Source: an optimization exercise on an open RTL-to-GDS flow (aim: a short achievable clock period and few clock cycles per item). Production flows keep margins and buffers that such runs may drop. At most, simulation tests tie the RTL to the original design; equivalence was not proved. No activity file was given, so power comes from the tool's default toggle rates.

==> run F: inputs <==
==> flow/design.v <==
module ppm_core (
    input  wire        clk,
    input  wire        rst,
    input  wire        start,
    input  wire        mode,
    input  wire [15:0] len,
    output wire        ready,
    input  wire        in_valid,
    input  wire [7:0]  in_data,
    output wire        in_ready,
    output reg         out_we,
    output reg  [18:0] out_addr,
    output reg  [7:0]  out_data,
    output wire        tbl_clr,
    output wire [11:0] tbl_raddr,
    output wire        tbl_we,
    output wire [11:0] tbl_waddr,
    output wire [7:0]  tbl_wdata,
    input  wire [7:0]  tbl_rdata,
    output wire        done,
    output wire [18:0] out_len,
    output wire [1:0]  stop
);
    localparam [63:0] MIXER = 64'hFF51AFD7ED558CCD;
    localparam [1:0] STOP_ENC_END = 2'd1;
    localparam [1:0] STOP_NO_CTRL = 2'd2;
    localparam [1:0] STOP_NO_LIT  = 2'd3;
    localparam [1023:0] PLT = {
        16'hfffe,
        16'hfffe,
        16'hfffe,
        16'hfffe,
        16'h0ffe,
        16'hf03e,
        16'h71c6,
        16'hb6da,
        16'h9b6c,
        16'hd25a,
        16'h64cc,
        16'h56aa,
        16'h83e0,
        16'h7318,
        16'h4ad4,
        16'he38e,
        16'h6c92,
        16'ha5a4,
        16'h3332,
        16'h5554,
        16'hfffe,
        16'hfffe,
        16'h1ffe,
        16'he07e,
        16'he38e,
        16'h6c92,
        16'ha5a4,
        16'h3332,
        16'h5554,
        16'hfffe,
        16'hfffe,
        16'h3ffe,
        16'hc07e,
        16'hc78e,
        16'hd9b2,
        16'h4ad4,
        16'he38e,
        16'h2492,
        16'h4924,
        16'h2492,
        16'h4924,
        16'h2492,
        16'h4924,
        16'h2492,
        16'h6924,
        16'h4d92,
        16'h94b4,
        16'hce66,
        16'h56aa,
        16'h83e0,
        16'h6318,
        16'h5294,
        16'h18c6,
        16'h294a,
        16'h6318,
        16'h5294,
        16'h18c6,
        16'h294a,
        16'h6318,
        16'h5294,
        16'h39c6,
        16'h5a5a,
        16'hcccc,
        16'haaaa
    };
    function [63:0] plmul;
        input [3:0] n;
        integer j;
        begin
            for (j = 0; j < 64; j = j + 1)
                plmul[j] = PLT[16 * j + n];
        end
    endfunction
    localparam [1023:0] PHT = {
        16'h0ffe,
        16'hf03e,
        16'h71c6,
        16'hb6da,
        16'h9b6c,
        16'hd25a,
        16'h64cc,
        16'h56aa,
        16'h83e0,
        16'h7318,
        16'h4ad4,
        16'he38e,
        16'h6c92,
        16'ha5a4,
        16'h3332,
        16'h5554,
        16'hfffe,
        16'hfffe,
        16'h1ffe,
        16'he07e,
        16'he38e,
        16'h6c92,
        16'ha5a4,
        16'h3332,
        16'h5554,
        16'hfffe,
        16'hfffe,
        16'h3ffe,
        16'hc07e,
        16'hc78e,
        16'hd9b2,
        16'h4ad4,
        16'he38e,
        16'h2492,
        16'h4924,
        16'h2492,
        16'h4924,
        16'h2492,
        16'h4924,
        16'h2492,
        16'h6924,
        16'h4d92,
        16'h94b4,
        16'hce66,
        16'h56aa,
        16'h83e0,
        16'h6318,
        16'h5294,
        16'h18c6,
        16'h294a,
        16'h6318,
        16'h5294,
        16'h18c6,
        16'h294a,
        16'h6318,
        16'h5294,
        16'h39c6,
        16'h5a5a,
        16'hcccc,
        16'haaaa,
        16'h0000,
        16'h0000,
        16'h0000,
        16'h0000
    };
    function [63:0] phmul;
        input [3:0] n;
        integer j;
        begin
            for (j = 0; j < 64; j = j + 1)
                phmul[j] = PHT[16 * j + n];
        end
    endfunction
    function [63:0] ksadd;
        input [63:0] a;
        input [63:0] b;
        reg   [63:0] g, p, gn, pn;
        integer i, d;
        begin
            g = a & b;
            p = a ^ b;
            for (d = 1; d < 64; d = d * 2) begin
                gn = g; pn = p;
                for (i = d; i < 64; i = i + 1) begin
                    gn[i] = g[i] | (p[i] & g[i - d]);
                    pn[i] = p[i] & p[i - d];
                end
                g = gn; p = pn;
            end
            ksadd = a ^ b ^ {g[62:0], 1'b0};
        end
    endfunction
    function [63:0] add3;
        input [63:0] a;
        input [63:0] b;
        input [63:0] c;
        begin
            add3 = ksadd(a ^ b ^ c, {((a & b) | (a & c) | (b & c)), 1'b0});
        end
    endfunction
    reg        rst_q;       
    reg        ready_r;
    reg        done_r;
    reg        run;         
    reg        mode_r;
    reg [15:0] rem;         
    reg        in_ready_r;
    reg [1:0]  stop_r;
    reg [18:0] o_len;
    assign ready    = ready_r;
    assign done     = done_r;
    assign in_ready = in_ready_r;
    assign out_len  = o_len;
    assign stop     = stop_r;
    assign tbl_clr  = ready_r;      
    reg [7:0] fq0, fq1, fq2, fq3;
    reg [1:0] rp, wp;
    reg [2:0] cnt;
    wire [7:0] head  = (rp == 2'd0) ? fq0 : (rp == 2'd1) ? fq1 : (rp == 2'd2) ? fq2 : fq3;
    wire [1:0] rp1   = rp + 2'd1;
    wire [7:0] head1 = (rp1 == 2'd0) ? fq0 : (rp1 == 2'd1) ? fq1 : (rp1 == 2'd2) ? fq2 : fq3;
    wire       push  = in_valid && in_ready_r;
    reg [63:0] pl, ph;      
    reg [63:0] xh;          
    reg [63:0] zh;          
    wire [63:0] hsum    = add3(pl, ph, xh);
    wire [11:0] hkey    = hsum[63:52];
    wire [63:0] xh_next = add3({pl[55:0], 8'd0}, {ph[55:0], 8'd0}, zh);
    wire [63:0] pfull   = ksadd(pl, ph);
    wire [63:0] zh_next = {pfull[47:0], 16'd0};
    reg [2:0] kbit;         
    reg [7:0] ctrl;         
    reg       ctrl_v;
    reg [1:0] wait_c;       
    reg       ended;        
    reg        r_v, r_hit, r_last, r_end;
    reg [11:0] key_r;
    reg [7:0]  rb;
    reg        we_r;
    assign tbl_raddr = key_r;
    assign tbl_waddr = key_r;
    assign tbl_wdata = rb;
    assign tbl_we    = we_r;
    reg        d_v, d_hit, d_last, d_end;
    reg [7:0]  d_b;
    reg        e_v, e_last, e_end;
    reg [7:0]  e_b, e_rd;
    reg [7:0]  flags;
    reg [2:0]  ebit;
    reg        dirty;       
    reg [18:0] flagpos;
    reg        pz_v;        
    reg [18:0] pz_addr;
    reg        fin;         
    reg        iss;         
    reg        iss_hit;     
    reg [7:0]  iss_b;       
    reg [1:0]  pop;
    reg        ld_ctrl;
    reg        iss_last;
    reg        end_now;
    reg        end_tok;
    reg [1:0]  end_code;
    wire       dbit     = ctrl[3'd7 - kbit];
    always @* begin
        iss = 1'b0; iss_hit = 1'b0; iss_b = head; pop = 2'd0; ld_ctrl = 1'b0;
        iss_last = 1'b0; end_now = 1'b0; end_tok = 1'b0; end_code = STOP_NO_CTRL;
        if (run && !ended) begin
            if (!mode_r) begin
                if (cnt != 3'd0) begin
                    if (!(pz_v && kbit == 3'd7)) begin
                        iss = 1'b1; pop = 2'd1;
                        iss_last = (rem == 16'd0) && (cnt == 3'd1);
                    end
                end else if (rem == 16'd0) begin
                    end_tok = 1'b1;           
                end
            end else begin
                if (!ctrl_v) begin
                    if (cnt != 3'd0) begin
                        ld_ctrl = 1'b1; pop = 2'd1;
                        if (wait_c == 2'd0) begin
                            if (head[7]) begin
                                iss = 1'b1; iss_hit = 1'b1;
                            end else if (cnt >= 3'd2) begin
                                iss = 1'b1; iss_b = head1; pop = 2'd2;
                            end
                        end
                    end else if (rem == 16'd0) begin
                        end_now = 1'b1; end_code = STOP_NO_CTRL;
                    end
                end else begin
                    if (dbit) begin
                        if (wait_c == 2'd0) begin
                            iss = 1'b1; iss_hit = 1'b1;
                        end
                    end else if (cnt != 3'd0) begin
                        if (wait_c == 2'd0) begin
                            iss = 1'b1; pop = 2'd1;
                        end
                    end else if (rem == 16'd0) begin
                        end_now = 1'b1; end_code = STOP_NO_LIT;
                    end
                end
            end
        end
    end
    wire       e_hit   = (e_rd == e_b);
    wire [7:0] e_mask  = 8'h80 >> ebit;
    wire [7:0] e_flags = e_hit ? (flags | e_mask) : flags;
    wire       e_dirty = e_hit ? 1'b0 : dirty;
    wire [18:0] o_len1 = o_len + 19'd1;
    wire [18:0] o_len2 = o_len + 19'd2;
    wire [2:0] cnt_next = cnt + {2'd0, push} - {1'b0, pop};
    wire [15:0] rem_next = rem - {15'd0, push};
    always @(posedge clk) begin
        rst_q  <= rst;
        done_r <= 1'b0;
        out_we <= 1'b0;
        we_r   <= 1'b0;
        if (rst_q) begin
            ready_r    <= 1'b0;
            run        <= 1'b0;
            in_ready_r <= 1'b0;
            r_v <= 1'b0; r_end <= 1'b0; r_last <= 1'b0;
            d_v <= 1'b0; d_end <= 1'b0; d_last <= 1'b0;
            e_v <= 1'b0; e_end <= 1'b0; e_last <= 1'b0;
            fin <= 1'b0;
            pz_v <= 1'b0;
            cnt <= 3'd0;
            stop_r <= 2'd0;
            o_len <= 19'd0;
        end else if (!run) begin
            r_v <= 1'b0; r_end <= 1'b0; r_last <= 1'b0;
            d_v <= 1'b0; d_end <= 1'b0; d_last <= 1'b0;
            e_v <= 1'b0; e_end <= 1'b0; e_last <= 1'b0;
            cnt <= 3'd0; rp <= 2'd0; wp <= 2'd0;
            pl <= 64'd0; ph <= 64'd0; xh <= 64'd0; zh <= 64'd0;
            kbit <= 3'd0; ctrl_v <= 1'b0; wait_c <= 2'd0; ended <= 1'b0;
            flags <= 8'd0; ebit <= 3'd0; dirty <= 1'b1; flagpos <= 19'd0;
            pz_v <= 1'b0; fin <= 1'b0;
            o_len <= {18'd0, ~mode};    
            mode_r <= mode;
            rem    <= len;
            ready_r <= 1'b1;
            if (ready_r && start) begin
                ready_r    <= 1'b0;
                run        <= 1'b1;
                in_ready_r <= (len != 16'd0);
            end
        end else begin
            if (push) begin
                case (wp)
                2'd0: fq0 <= in_data;
                2'd1: fq1 <= in_data;
                2'd2: fq2 <= in_data;
                default: fq3 <= in_data;
                endcase
                wp <= wp + 2'd1;
            end
            rp  <= rp + pop;
            cnt <= cnt_next;
            rem <= rem_next;
            in_ready_r <= (rem_next != 16'd0) && (cnt_next < 3'd4);
            if (wait_c != 2'd0) wait_c <= wait_c - 2'd1;
            if (ld_ctrl) begin
                ctrl <= head; ctrl_v <= 1'b1;
            end
            r_v    <= iss;
            r_hit  <= iss_hit;
            r_last <= iss_last;
            r_end  <= end_tok;
            we_r   <= iss && !iss_hit;
            if (iss) begin
                key_r <= hkey;
                xh    <= xh_next;
                zh    <= zh_next;
                rb    <= iss_b;
                if (!iss_hit) begin
                    pl <= plmul(iss_b[3:0]);
                    ph <= phmul(iss_b[7:4]);
                end else begin
                    wait_c <= 2'd2;
                end
                kbit  <= kbit + 3'd1;
                if (kbit == 3'd7) ctrl_v <= 1'b0;
                if (iss_last) ended <= 1'b1;
            end
            if (end_tok) ended <= 1'b1;
            if (end_now) begin
                ended  <= 1'b1;
                stop_r <= end_code;
            end
            d_v    <= r_v;
            d_hit  <= r_hit;
            d_b    <= rb;
            d_last <= r_last;
            d_end  <= r_end;
            if (mode_r) begin
                if (d_v) begin
                    out_we   <= 1'b1;
                    out_addr <= o_len;
                    out_data <= d_hit ? tbl_rdata : d_b;
                    o_len    <= o_len1;
                    if (d_hit) begin
                        pl <= plmul(tbl_rdata[3:0]);
                        ph <= phmul(tbl_rdata[7:4]);
                    end
                end
                if ((end_now || ended) && !r_v) begin
                    done_r  <= 1'b1;
                    ready_r <= 1'b1;
                    run     <= 1'b0;
                end
            end
            e_v    <= d_v && !mode_r;
            e_b    <= d_b;
            e_rd   <= tbl_rdata;
            e_last <= d_last;
            e_end  <= d_end;
            if (!mode_r) begin
                if (e_v) begin
                    out_we <= 1'b1;
                    if (e_hit) begin
                        out_addr <= flagpos;
                        out_data <= e_flags;
                    end else begin
                        out_addr <= o_len;
                        out_data <= e_b;
                    end
                    if (ebit == 3'd7) begin
                        if (e_dirty) begin
                            pz_v    <= 1'b1;
                            pz_addr <= flagpos;
                        end
                        flagpos <= e_hit ? o_len : o_len1;
                        o_len   <= e_hit ? o_len1 : o_len2;
                        flags   <= 8'd0;
                        dirty   <= 1'b1;
                    end else begin
                        flags <= e_flags;
                        dirty <= e_dirty;
                        if (!e_hit) o_len <= o_len1;
                    end
                    ebit <= ebit + 3'd1;
                    if (e_last) begin
                        if (pz_v || e_dirty || ebit == 3'd7) fin <= 1'b1;
                        else begin
                            done_r  <= 1'b1;
                            ready_r <= 1'b1;
                            run     <= 1'b0;
                            stop_r  <= STOP_ENC_END;
                        end
                    end
                end else if (e_end || fin) begin
                    out_we <= 1'b1;
                    if (pz_v) begin
                        out_addr <= pz_addr;
                        out_data <= 8'd0;
                        pz_v     <= 1'b0;
                    end else begin
                        out_addr <= flagpos;
                        out_data <= 8'd0;
                    end
                    if (!pz_v || !dirty) begin
                        fin     <= 1'b0;
                        done_r  <= 1'b1;
                        ready_r <= 1'b1;
                        run     <= 1'b0;
                        stop_r  <= STOP_ENC_END;
                    end else begin
                        fin <= 1'b1;
                    end
                end else if (pz_v) begin
                    out_we   <= 1'b1;
                    out_addr <= pz_addr;
                    out_data <= 8'd0;
                    pz_v     <= 1'b0;
                end
            end
        end
    end
endmodule
==> flow/flow/run.sh <==
#!/bin/bash
# The standard layout, with timing repair asked to leave a larger setup margin
# at the design's own clock period and constraints.
set -euo pipefail
bash standard.sh SETUP_SLACK_MARGIN=11 finish > make_finish.log 2>&1
==> flow/standard.sh <==
#!/bin/bash
# synth_recipe.tcl (not shown) runs the flow's synth.tcl, then flattens the netlist and writes it again
# the make line also repeats each setting of config.mk as NAME=value (left out here)
make -C /OpenROAD-flow-scripts/flow DESIGN_CONFIG=/design/flow/config.mk WORK_HOME=/design/flow/orfs CLKGATE_MAP_FILE= SYNTH_SCRIPT=/design/flow/synth_recipe.tcl "${@:-finish}"
==> flow/config.mk <==
export PLATFORM = sky130hd
export DESIGN_NAME = ppm_core
export DESIGN_NICKNAME = ppm_core
export VERILOG_FILES = /design/flow/design.v
export SDC_FILE = /design/flow/constraint.sdc
export NUM_CORES = 4
export LEC_CHECK = 0
export CAP_MARGIN = 20
export CORE_MARGIN = 2
export CORE_UTILIZATION = 25
export PLACE_DENSITY = 0.45
export SLEW_MARGIN = 20
==> flow/constraint.sdc <==
create_clock -name core_clock -period 15.0 [get_ports {clk}]
set_input_delay 3.0000 -clock core_clock [delete_from_list [all_inputs] [get_ports {clk}]]
set_output_delay 3.0000 -clock core_clock [all_outputs]
set_load 0.01 [all_outputs]
==> inputs of run Y, as changes to run F <==
--- a/flow/design.v
+++ b/flow/design.v
@@ -253,4 +253,6 @@
     reg [18:0] flagpos;
-    reg        pz_v;        
-    reg [18:0] pz_addr;
+    reg [26:0] cq0, cq1, cq2, cq3;
+    reg [1:0]  cq_h, cq_t;
+    reg [2:0]  cq_n;
+    wire [26:0] cq_head = (cq_h == 2'd0) ? cq0 : (cq_h == 2'd1) ? cq1 : (cq_h == 2'd2) ? cq2 : cq3;
     reg        fin;         
@@ -272,3 +274,3 @@
                 if (cnt != 3'd0) begin
-                    if (!(pz_v && kbit == 3'd7)) begin
+                    if (!(cq_n == 3'd4 && kbit == 3'd7)) begin
                         iss = 1'b1; pop = 2'd1;
@@ -312,3 +314,6 @@
     wire [7:0] e_flags = e_hit ? (flags | e_mask) : flags;
-    wire       e_dirty = e_hit ? 1'b0 : dirty;
+    wire       e_qdeq  = e_hit && (cq_n != 3'd0);           
+    wire       e_dirty = e_hit ? e_qdeq : dirty;              
+    wire       e_qenq  = (ebit == 3'd7) && e_dirty;
+    wire [2:0] e_qn    = cq_n + {2'd0, e_qenq} - {2'd0, e_qdeq};
     wire [18:0] o_len1 = o_len + 19'd1;
@@ -330,3 +335,3 @@
             fin <= 1'b0;
-            pz_v <= 1'b0;
+            cq_n <= 3'd0;
             cnt <= 3'd0;
@@ -342,3 +347,3 @@
             flags <= 8'd0; ebit <= 3'd0; dirty <= 1'b1; flagpos <= 19'd0;
-            pz_v <= 1'b0; fin <= 1'b0;
+            cq_n <= 3'd0; cq_h <= 2'd0; cq_t <= 2'd0; fin <= 1'b0;
             o_len <= {18'd0, ~mode};    
@@ -425,14 +430,24 @@
                     out_we <= 1'b1;
-                    if (e_hit) begin
-                        out_addr <= flagpos;
-                        out_data <= e_flags;
-                    end else begin
+                    if (!e_hit) begin
                         out_addr <= o_len;
                         out_data <= e_b;
+                    end else if (e_qdeq) begin
+                        out_addr <= cq_head[26:8];
+                        out_data <= cq_head[7:0];
+                    end else begin
+                        out_addr <= flagpos;
+                        out_data <= e_flags;
+                    end
+                    if (e_qdeq) cq_h <= cq_h + 2'd1;
+                    if (e_qenq) begin
+                        case (cq_t)
+                        2'd0: cq0 <= {flagpos, e_flags};
+                        2'd1: cq1 <= {flagpos, e_flags};
+                        2'd2: cq2 <= {flagpos, e_flags};
+                        default: cq3 <= {flagpos, e_flags};
+                        endcase
+                        cq_t <= cq_t + 2'd1;
                     end
+                    cq_n <= e_qn;
                     if (ebit == 3'd7) begin
-                        if (e_dirty) begin
-                            pz_v    <= 1'b1;
-                            pz_addr <= flagpos;
-                        end
                         flagpos <= e_hit ? o_len : o_len1;
@@ -448,3 +463,3 @@
                     if (e_last) begin
-                        if (pz_v || e_dirty || ebit == 3'd7) fin <= 1'b1;
+                        if (e_qn != 3'd0 || e_dirty || ebit == 3'd7) fin <= 1'b1;
                         else begin
@@ -456,13 +471,9 @@
                     end
-                end else if (e_end || fin) begin
-                    out_we <= 1'b1;
-                    if (pz_v) begin
-                        out_addr <= pz_addr;
-                        out_data <= 8'd0;
-                        pz_v     <= 1'b0;
-                    end else begin
-                        out_addr <= flagpos;
-                        out_data <= 8'd0;
-                    end
-                    if (!pz_v || !dirty) begin
+                end else if (cq_n != 3'd0) begin
+                    out_we   <= 1'b1;
+                    out_addr <= cq_head[26:8];
+                    out_data <= cq_head[7:0];
+                    cq_h     <= cq_h + 2'd1;
+                    cq_n     <= cq_n - 3'd1;
+                    if (fin && cq_n == 3'd1 && !dirty) begin
                         fin     <= 1'b0;
@@ -472,10 +483,21 @@
                         stop_r  <= STOP_ENC_END;
-                    end else begin
-                        fin <= 1'b1;
                     end
-                end else if (pz_v) begin
+                end else if (dirty) begin
                     out_we   <= 1'b1;
-                    out_addr <= pz_addr;
-                    out_data <= 8'd0;
-                    pz_v     <= 1'b0;
+                    out_addr <= flagpos;
+                    out_data <= flags;
+                    dirty    <= 1'b0;
+                    if (e_end || fin) begin
+                        fin     <= 1'b0;
+                        done_r  <= 1'b1;
+                        ready_r <= 1'b1;
+                        run     <= 1'b0;
+                        stop_r  <= STOP_ENC_END;
+                    end
+                end else if (e_end || fin) begin
+                    fin     <= 1'b0;
+                    done_r  <= 1'b1;
+                    ready_r <= 1'b1;
+                    run     <= 1'b0;
+                    stop_r  <= STOP_ENC_END;
                 end
Settings changed: CORE_UTILIZATION 25 to 35, PLACE_DENSITY 0.45 to 0.55.
==> summary.md <==
| Metric | Value |
|---|---|
| Top sig layer | `met4` |
| Tap Count | `1,768` |
| Simple-gate share of the synthesized area | `0.1461` |
| Combinational power | `1.11 mW` |
| Slew HR | `0.3348` |
| Mux cell area share after synthesis | `0.02138` |
| Row cnt | `134` |
| Detailed-placement wirelength estimate | `87.87 mm` |
| Cells after Synth | `3,471` |
| TritonCTS buffer count | `57` |
| GPL Wtd Cong | `0.8679` |
| Internal | `2.763 mW` |
| Final Skew | `37.93 ps` |
| Run status | `complete, no violations` |
| Core Footprint | `0.1331 mm²` |
| R2R cell count | `16` |
| Vias/cell | `5.194` |
| Nets@finish | `4,066` |
| Die Ht | `369.6 µm` |
| ClkCell Share | `0.04521` |
| Initial core utilization | `0.2510` |
the above is filed under run F

==> summary.md <==
| Metric | Value |
|---|---|
| Internal | `3.202 mW` |
| Initial core utilization | `0.3529` |
| Tap Count | `1,403` |
| Vias/cell | `5.703` |
| Simple-gate share of the synthesized area | `0.1355` |
| Die Ht | `332.5 µm` |
| Top sig layer | `met5` |
| Detailed-placement wirelength estimate | `85.87 mm` |
| Mux cell area share after synthesis | `0.03918` |
| Run status | `complete, no violations` |
| ClkCell Share | `0.05001` |
| Slew HR | `0.3044` |
| Final Skew | `54.54 ps` |
the above is filed under run Y

Testbench counts of run Y, summed over its fixed seeds: cycles 63,716, bytes 34,146.
The RTL of run F was laid out without a check of its function.

-- port drivers added, routing unchanged --
In the flow no input, the clock included, has a driving cell. The finished layouts below were timed again as built, in two steps.
Step 1: set_driving_cell puts a clkbuf_16 on clk and a buf_2 on each other input, an assumption about the parent block.
Step 2, shift: input delay + t, output delay - t, t = (earliest + latest rising clock arrival at the registers) / 2. This alone moves slack from input paths to output paths.
Three values: no drivers, after step 1, after step 2; two values: the first two.
run | t, ns | slack for setup (ns) | clock arrival spread, ns | worst data-port slew with drivers (ns)
run F | 0.740 | 10.594 / 10.515 / 10.169 | 0.038 / 0.038 | 0.19
run Y | 0.689 | 10.612 / 10.542 / 10.181 | 0.057 / 0.057 | 0.14
After both steps setup and hold are still met in every run listed. For run Y, which loses most, drivers alone change the setup slack by -0.070 ns; drivers and shift together by -0.431 ns.
